Context: an optimization exercise on an open-source flow, tuned for a short achievable clock period and few clock cycles. The choices shown serve that exercise and are no tape-out recipe. The RTL was checked by simulation tests, not by an equivalence proof against the original design. Power is estimated from default activity; no workload was simulated.

// raster_block
module raster_block (
    input  wire        clk,
    input  wire        rst,           
    input  wire        reg_valid,
    input  wire        reg_write,
    input  wire [5:0]  reg_addr,
    input  wire [31:0] reg_wdata,
    output reg  [31:0] reg_rdata,
    output wire        reg_berr,
    output wire        pix_re,
    output wire [15:0] pix_addr,
    input  wire [7:0]  pix_rdata,
    output wire        bmp_re,
    output wire        bmp_we,
    output wire [12:0] bmp_addr,
    output wire [7:0]  bmp_wdata,
    input  wire [7:0]  bmp_rdata,
    output wire        out_we,
    output wire [14:0] out_addr,
    output wire [7:0]  out_wdata,
    output wire        busy_o
);
    localparam [31:0] PIX_CAP = 32'd65536;
    localparam [31:0] BMP_CAP = 32'd8192;
    localparam [31:0] OUT_CAP = 32'd16400;
    localparam [5:0] A_CMD = 6'h00, A_STATUS = 6'h04, A_ERR = 6'h08,
  ...
For scale: ~1,200 flip-flops, about 65,000 sq um of cells after synthesis.
==> flow/config.mk <==
export PLATFORM = sky130hd
export DESIGN_NAME = raster_block
export DESIGN_NICKNAME = raster_block
export VERILOG_FILES = /design/flow/design.v
export SDC_FILE = /design/flow/constraint.sdc
export NUM_CORES = 4
export LEC_CHECK = 0
export ABC_CLOCK_PERIOD_IN_PS = 5000
export CAP_MARGIN = 20
export CORE_MARGIN = 2
export CORE_UTILIZATION = 40
export PLACE_DENSITY = 0.6
export SLEW_MARGIN = 20
==> flow/constraint.sdc <==
create_clock -name core_clock -period 11.0 [get_ports {clk}]
set_input_delay 2.2000 -clock core_clock [delete_from_list [all_inputs] [get_ports {clk}]]
set_output_delay 2.2000 -clock core_clock [all_outputs]
set_load 0.01 [all_outputs]
standard.sh (not shown) runs the stock make flow with config.mk's settings and CLKGATE_MAP_FILE= SYNTH_SCRIPT=/design/flow/synth_recipe.tcl, a recipe that flattens the netlist after the stock synthesis.
==> flow/flow/run.sh <==
#!/bin/bash
set -euo pipefail
bash standard.sh SETUP_SLACK_MARGIN=6.5 \
  "PLACE_PINS_ARGS=-group_pins {reg_valid reg_berr reg_addr* reg_rdata*}" \
  finish > standard_flow.log 2>&1
Testbench counts at the start, summed over its fixed seeds: cycles 1,103,036.
Edit:
==> flow/flow/run.sh (replaced) <==
#!/bin/bash
set -euo pipefail
bash standard.sh SETUP_SLACK_MARGIN=6.5 finish > standard_flow.log 2>&1
Power rose by about 1.3%; clock power rose by about 3%; wire length fell by 2.2%; sequential share of layout area barely changes; worst setup slack is better by 41 ps; via count fell by about 0.7%; die area is unchanged.

== job 6429 ==
Another version of the RTL of raster_block (not shown whole).
Size in the first run: ~7400 cells after synthesis, ~160 I/O pins, roughly 70000 um^2 of cells after synthesis.
==> flow/design.v (excerpt) <==
module raster_block (
    input  wire        clk,
    input  wire        rst,           
    input  wire        reg_valid,
    input  wire        reg_write,
    input  wire [5:0]  reg_addr,
    input  wire [31:0] reg_wdata,
    output reg  [31:0] reg_rdata,
    output wire        reg_berr,
    output wire        pix_re,
    output wire [15:0] pix_addr,
    input  wire [7:0]  pix_rdata,
    output wire        bmp_re,
    output wire        bmp_we,
    output wire [12:0] bmp_addr,
    output wire [7:0]  bmp_wdata,
    input  wire [7:0]  bmp_rdata,
    output wire        out_we,
    output wire [14:0] out_addr,
    output wire [7:0]  out_wdata,
    output wire        busy_o
);
clock: 11.0 ns
lec_check: 0
abc_clock_period_in_ps: 4000
cap_margin: 20
core_margin: 2
core_utilization: 40
place_density: 0.75
slew_margin: 20
==> flow/flow/run.sh <==
#!/bin/bash
set -euo pipefail
bash standard.sh SETUP_SLACK_MARGIN=6.0 \
  "PLACE_PINS_ARGS=-group_pins {reg_valid reg_berr reg_addr* reg_rdata*}" \
  finish > standard_flow.log 2>&1
Testbench counts of job 6429, summed over its fixed seeds: cycles 1,103,036.
Input-level comparison between job 7983 and job 6429:
Settings: ABC_CLOCK_PERIOD_IN_PS: 4000 -> 5000; PLACE_DENSITY: 0.75 -> 0.6; GPL_TIMING_DRIVEN: unset -> 1; GPL_ROUTABILITY_DRIVEN: unset -> 0.
==> flow/flow/run.sh <==
#!/bin/bash
set -euo pipefail
bash standard.sh SETUP_SLACK_MARGIN=6.5 \
  "PLACE_PINS_ARGS=-group_pins {reg_rdata[0] reg_rdata[1] reg_rdata[2] reg_rdata[3] reg_rdata[4] reg_rdata[5] reg_rdata[6] reg_rdata[7] reg_rdata[8] reg_rdata[9] reg_rdata[10] reg_rdata[11] reg_rdata[12] reg_rdata[13] reg_rdata[14] reg_rdata[15] reg_valid reg_berr reg_addr[5] reg_addr[4] reg_addr[3] reg_addr[2] reg_addr[1] reg_addr[0] reg_rdata[16] reg_rdata[17] reg_rdata[18] reg_rdata[19] reg_rdata[20] reg_rdata[21] reg_rdata[22] reg_rdata[23] reg_rdata[24] reg_rdata[25] reg_rdata[26] reg_rdata[27] reg_rdata[28] reg_rdata[29] reg_rdata[30] reg_rdata[31]}" \
  finish > standard_flow.log 2>&1
[summary]
Between job 7983 and job 6429, it is job 7983 whose post-placement setup slack is lower, by 270 ps. On setup slack: between job 7983 and job 6429, it ends up lower for job 6429. Comparing met1 wire length for job 7983 and job 6429, the bigger number came from job 7983. Job 6429 was routed with more vias than job 7983. For post-route cell area, job 7983 and job 6429 come out practically identical. Relative to job 6429, the DRC violation total after the first TritonRoute iteration measured on job 7983 has decreased by a little under 10%. Diff job 7983 and job 6429: total power higher in job 7983. Of the two values seen for worst setup path endpoint, reg_rdata[4] was produced by job 7983 and reg_rdata[15] by job 6429. Top achievable clock speed delta (job 6429 -> job 7983): insignificant. On core utilization, job 7983 and job 6429 are neck and neck.
## Diff of input files: job 6176 against job 7983
Settings: a deleted GPL_ROUTABILITY_DRIVEN that had been 0; a deleted GPL_TIMING_DRIVEN that had been 1.
==> flow/flow/run.sh <==
#!/bin/bash
set -euo pipefail
bash standard.sh SETUP_SLACK_MARGIN=6.5 \
  "PLACE_PINS_ARGS=-group_pins {reg_valid reg_berr reg_addr* reg_rdata*}" \
  finish > standard_flow.log 2>&1
Notes after the runs:
Of the two values seen for master of the slowest instance on the critical path, sky130_fd_sc_hd__buf_4 was produced by job 6176 and sky130_fd_sc_hd__mux4_2 by job 7983. Sort job 6176 and job 7983 by maximum number of pins on one net before global-route repair, descending, and job 7983 comes first. Compared job 6176 vs job 7983, and routed wire length per instance is up in job 6176. Taking job 7983 as the reference, in job 6176 cell count after placement now sits at about the same level; antenna diode count moved down; multiplexer area fraction after synthesis held steady. Job 6176 -> job 7983: growth of design area from synthesis to finish flat.

## static timing again, ports no longer ideal
The flow's constraints put no driver on any port. The routed layouts listed below were extracted and timed again, unchanged, in two steps. Step 1: set_driving_cell puts a clkbuf_16 on clk and a buf_2 on each other input, an assumption about the parent block. Step 2 adds t to the input delays and takes it off the output delays; t is the mean of the earliest and latest rising clock arrival at the registers after step 1. Input paths then give back, and output paths get back, about the clock's delay inside the block. Three values: no drivers, after step 1, after step 2; two values: the first two.
| run | shift t [ns] | setup slack, ns | worst setup path at the end | latest minus earliest clock arrival (ns) | pins driven straight from the clock port |
|---|---|---|---|---|---|
| the first run of note 1 | 0.869 | 5.102 / 5.036 / 5.036 | input to output | 0.062 / 0.062 | 1 |
| the second run of note 1 | 0.839 | 5.144 / 5.079 / 5.079 | input to output | 0.042 / 0.041 | 1 |
| job 6429 | 0.876 | 5.196 / 5.060 / 5.060 | input to output | 0.048 / 0.048 | 1 |
| job 7983 | 0.867 | 5.207 / 5.121 / 5.121 | input to output | 0.039 / 0.039 | 1 |
| job 6176 | 0.861 | 5.258 / 5.180 / 5.180 | input to output | 0.057 / 0.057 | 1 |
After both steps every run listed still meets setup and hold. For job 6429, which loses most, drivers alone change the setup slack by -0.136 ns; drivers and shift together by -0.136 ns.
